This is an optimization exercise on Yosys and OpenROAD, whose aim is small area, a short achievable clock period and few clock cycles per item, not a production implementation. Function was checked by simulation only, so behaviour that the tests miss may differ from the original. Power and IR drop assume default switching activity.

==> module lc_core, before the edit <==
module lc_core (
    input  wire        clk,
    input  wire        rst,
    input  wire        cmd_valid,
    output wire        cmd_ready,
    input  wire [15:0] cmd_word,
    input  wire [95:0] cmd_rd,
    output reg         rsp_valid,
    output reg  [1:0]  rsp_status,
    output reg  [7:0]  rsp_pat,
    output reg  [7:0]  rsp_pos,
    output wire        acq_req,
    input  wire        acq_done,
    input  wire        acq_err,
    input  wire [95:0] acq_rd,
    output wire        busy,
    output wire [7:0]  last_pos
);
    localparam W = 12;
    localparam [2:0] OP_BIN = 3'd0, OP_LUT = 3'd1, OP_TRKP = 3'd2,
                     OP_TRKV = 3'd3, OP_TRKA = 3'd4;
    localparam [1:0] ST_OK = 2'b00, ST_ILLEGAL = 2'b01, ST_TRANSPORT = 2'b10;
    localparam [7:0] UNDEF = 8'h80;
    reg            busy_q;    
    reg            wait_q;    
    reg  [7:0]     last_q;
    reg  [4*W-1:0] cap_lo;    
    reg  [4*W-1:0] cap_hi;    
    reg  [3:0]     cap_sw;    
    reg  [7:0]     cap_pat;   
    reg  [1:0]     st_q;      
    reg            zero_q;    
    reg            word_q;    
    reg            lut_q;     
    reg            trk_q;     
    wire exec = busy_q && !wait_q;
    assign cmd_ready = !busy_q && !rst;
    assign busy      = busy_q;
    assign acq_req   = wait_q;
    assign last_pos  = last_q;
    wire [2:0] in_op    = cmd_word[10:8];
    wire       in_legal = (cmd_word[15:11] == 5'd0) && (in_op <= OP_TRKA);
    wire [7:0] bin_pat;
    lc_binarizer #(.W(W)) u_bin (.lo(cap_lo), .hi(cap_hi), .sw(cap_sw), .pat(bin_pat));
    wire [7:0] pat = word_q ? cap_pat : bin_pat;
    wire [7:0] lk_pos;
    lc_lut_rom u_rom (.pat(pat), .pos(lk_pos));
    wire [7:0] resolved = (lk_pos == UNDEF) ? last_q : lk_pos;
    always @(posedge clk) begin
        if (rst) begin
            busy_q     <= 1'b0;
            wait_q     <= 1'b0;
            last_q     <= 8'h00;
            rsp_valid  <= 1'b0;
            rsp_status <= ST_OK;
            rsp_pat    <= 8'h00;
            rsp_pos    <= UNDEF;
        end else begin
            rsp_valid <= exec;
            if (!busy_q) begin
                if (cmd_valid) begin
                    busy_q <= 1'b1;
                    wait_q <= in_legal && (in_op == OP_TRKA);
                end
            end else if (wait_q) begin
                if (acq_done)
                    wait_q <= 1'b0;
            end else begin
                busy_q     <= 1'b0;
                rsp_status <= st_q;
                rsp_pat    <= zero_q ? 8'h00 : pat;
                rsp_pos    <= trk_q ? resolved : (lut_q ? lk_pos : UNDEF);
                if (trk_q)
                    last_q <= resolved;
            end
        end
    end
    wire [4*W-1:0] in_lo, in_hi;
    wire [3:0]     in_sw;
    lc_bin_pairs #(.W(W)) u_pairs (.rd(wait_q ? acq_rd : cmd_rd),
                                   .lo(in_lo), .hi(in_hi), .sw(in_sw));
    always @(posedge clk) begin
        cap_lo  <= in_lo;
        cap_hi  <= in_hi;
        cap_sw  <= in_sw;
        cap_pat <= cmd_word[7:0];
    end
    always @(posedge clk) begin
        if (!exec) begin
            if (wait_q) begin
                st_q   <= acq_err ? ST_TRANSPORT : ST_OK;
                zero_q <= acq_err;
                word_q <= 1'b0;
                lut_q  <= 1'b0;
                trk_q  <= !acq_err;
            end else begin
                st_q   <= in_legal ? ST_OK : ST_ILLEGAL;
                zero_q <= !in_legal;
                word_q <= in_op == OP_LUT || in_op == OP_TRKP;
                lut_q  <= in_legal && (in_op == OP_LUT);
                trk_q  <= in_legal && (in_op == OP_TRKP || in_op == OP_TRKV || in_op == OP_TRKA);
            end
        end
    end
endmodule
==> flow/config.mk <==
export PLATFORM = sky130hd
export DESIGN_NAME = lc_core
export DESIGN_NICKNAME = lc_core
export VERILOG_FILES = /design/flow/design.v
export SDC_FILE = /design/flow/constraint.sdc
export NUM_CORES = 4
export LEC_CHECK = 0
export ABC_AREA = 1
export CAP_MARGIN = 20
export CORE_MARGIN = 2
export CORE_UTILIZATION = 70
export CTS_BUF_LIST = sky130_fd_sc_hd__clkbuf_4 sky130_fd_sc_hd__clkbuf_8
export SLEW_MARGIN = 20
==> flow/constraint.sdc <==
create_clock -name core_clock -period 22.0 [get_ports {clk}]
set_input_delay 4.4000 -clock core_clock [delete_from_list [all_inputs] [get_ports {clk}]]
set_output_delay 4.4000 -clock core_clock [all_outputs]
set_load 0.01 [all_outputs]
standard.sh (not shown) runs the stock make flow with config.mk's settings and CLKGATE_MAP_FILE= SYNTH_SCRIPT=/design/flow/synth_recipe.tcl, a recipe that flattens the netlist after the stock synthesis.
==> flow/flow/run.sh <==
#!/bin/bash
# The standard layout (standard.sh) with two changes to how it is made:
# the ports are buffered by the smallest buffer instead of buffer_ports'
# default delay cell, and repair_timing is asked for a setup margin so that
# it works on the slowest paths although the 22 ns clock leaves them slack.
# The SDC and the clock period are the standard flow's. The full make output goes to
# standard_flow.log; ORFS keeps each step's log in orfs/logs.
set -euo pipefail
bash standard.sh finish \
    "BUFFER_PORTS_ARGS=-buffer_cell sky130_fd_sc_hd__buf_1" \
    "SETUP_SLACK_MARGIN=12.8" > standard_flow.log 2>&1
Testbench counts at the start, summed over its fixed seeds: cycles 22,201, commands 8,000.
Then changed:
--- a/flow/design.v
+++ b/flow/design.v
@@ -136,7 +136,5 @@
     reg  [4*W-1:0] cap_hi;    
     reg  [3:0]     cap_sw;    
-    reg  [7:0]     cap_pat;   
     reg  [1:0]     st_q;      
-    reg            zero_q;    
     reg            word_q;    
     reg            lut_q;     
@@ -149,7 +147,12 @@
     wire [2:0] in_op    = cmd_word[10:8];
     wire       in_legal = (cmd_word[15:11] == 5'd0) && (in_op <= OP_TRKA);
+    wire       in_word  = (in_op == OP_LUT) || (in_op == OP_TRKP);
+    wire [4*W-1:0] in_lo, in_hi;
+    wire [3:0]     in_sw;
+    lc_bin_pairs #(.W(W)) u_pairs (.rd(wait_q ? acq_rd : cmd_rd),
+                                   .lo(in_lo), .hi(in_hi), .sw(in_sw));
     wire [7:0] bin_pat;
     lc_binarizer #(.W(W)) u_bin (.lo(cap_lo), .hi(cap_hi), .sw(cap_sw), .pat(bin_pat));
-    wire [7:0] pat = word_q ? cap_pat : bin_pat;
+    wire [7:0] pat = word_q ? cap_lo[7:0] : bin_pat;
     wire [7:0] lk_pos;
     lc_lut_rom u_rom (.pat(pat), .pos(lk_pos));
@@ -177,5 +180,5 @@
                 busy_q     <= 1'b0;
                 rsp_status <= st_q;
-                rsp_pat    <= zero_q ? 8'h00 : pat;
+                rsp_pat    <= (st_q != ST_OK) ? 8'h00 : pat;
                 rsp_pos    <= trk_q ? resolved : (lut_q ? lk_pos : UNDEF);
                 if (trk_q)
@@ -184,30 +187,20 @@
         end
     end
-    wire [4*W-1:0] in_lo, in_hi;
-    wire [3:0]     in_sw;
-    lc_bin_pairs #(.W(W)) u_pairs (.rd(wait_q ? acq_rd : cmd_rd),
-                                   .lo(in_lo), .hi(in_hi), .sw(in_sw));
     always @(posedge clk) begin
-        cap_lo  <= in_lo;
-        cap_hi  <= in_hi;
-        cap_sw  <= in_sw;
-        cap_pat <= cmd_word[7:0];
-    end
-    always @(posedge clk) begin
-        if (!exec) begin
-            if (wait_q) begin
-                st_q   <= acq_err ? ST_TRANSPORT : ST_OK;
-                zero_q <= acq_err;
-                word_q <= 1'b0;
-                lut_q  <= 1'b0;
-                trk_q  <= !acq_err;
-            end else begin
-                st_q   <= in_legal ? ST_OK : ST_ILLEGAL;
-                zero_q <= !in_legal;
-                word_q <= in_op == OP_LUT || in_op == OP_TRKP;
-                lut_q  <= in_legal && (in_op == OP_LUT);
-                trk_q  <= in_legal && (in_op == OP_TRKP || in_op == OP_TRKV || in_op == OP_TRKA);
-            end
-        end
-    end
-endmodule
+        cap_lo[4*W-1:8] <= in_lo[4*W-1:8];
+        cap_lo[7:0]     <= (!wait_q && in_word) ? cmd_word[7:0] : in_lo[7:0];
+        cap_hi          <= in_hi;
+        cap_sw          <= in_sw;
+        if (wait_q) begin
+            st_q   <= acq_err ? ST_TRANSPORT : ST_OK;
+            word_q <= 1'b0;
+            lut_q  <= 1'b0;
+            trk_q  <= !acq_err;
+        end else begin
+            st_q   <= in_legal ? ST_OK : ST_ILLEGAL;
+            word_q <= in_word;
+            lut_q  <= in_legal && (in_op == OP_LUT);
+            trk_q  <= in_legal && (in_op == OP_TRKP || in_op == OP_TRKV || in_op == OP_TRKA);
+        end
+    end
+endmodule
After rerunning: Design area drops by 2.2%. Final cell count came out lower by 2.7%. Power rises by 1.8%. Setup slack stays flat. Flip-flop and latch count decreases by 9. Maximum frequency barely changes. Global-route usage rises by 3.6 points. Wire length rises by 8.7%. Worst hold slack is worse by 0.0055 ns. First-iteration DRC count came out higher by 22%. Area after synthesis went down by 2.2%. Utilization goes down by 0.93 points.
Testbench counts after the change, summed over its fixed seeds: cycles 22,201, commands 8,000.

## static timing again, ports no longer ideal
Ports are ideal in the flow. The routed layouts listed here were re-timed in OpenROAD. Step 1 assumes that a clkbuf_16 drives the clock port and a buf_2 every other input. Step 2 also shifts input and output timing later by t, the mid clock arrival at the registers, as if the neighbouring blocks saw the same clock. Three values: no drivers, after step 1, after step 2; two values: the first two.
run	shift t [ns]	slack for setup (ns)	worst setup path at the end	cell pins on the clock port's net
the first run	0.491	12.822 / 12.789 / 12.789	input to output	1
the second run	0.495	12.824 / 12.805 / 12.805	input to output	1
After both steps every run listed still meets setup and hold. The setup slack of the first run, which loses most, moves by -0.033 ns with the drivers and by -0.033 ns with both steps.
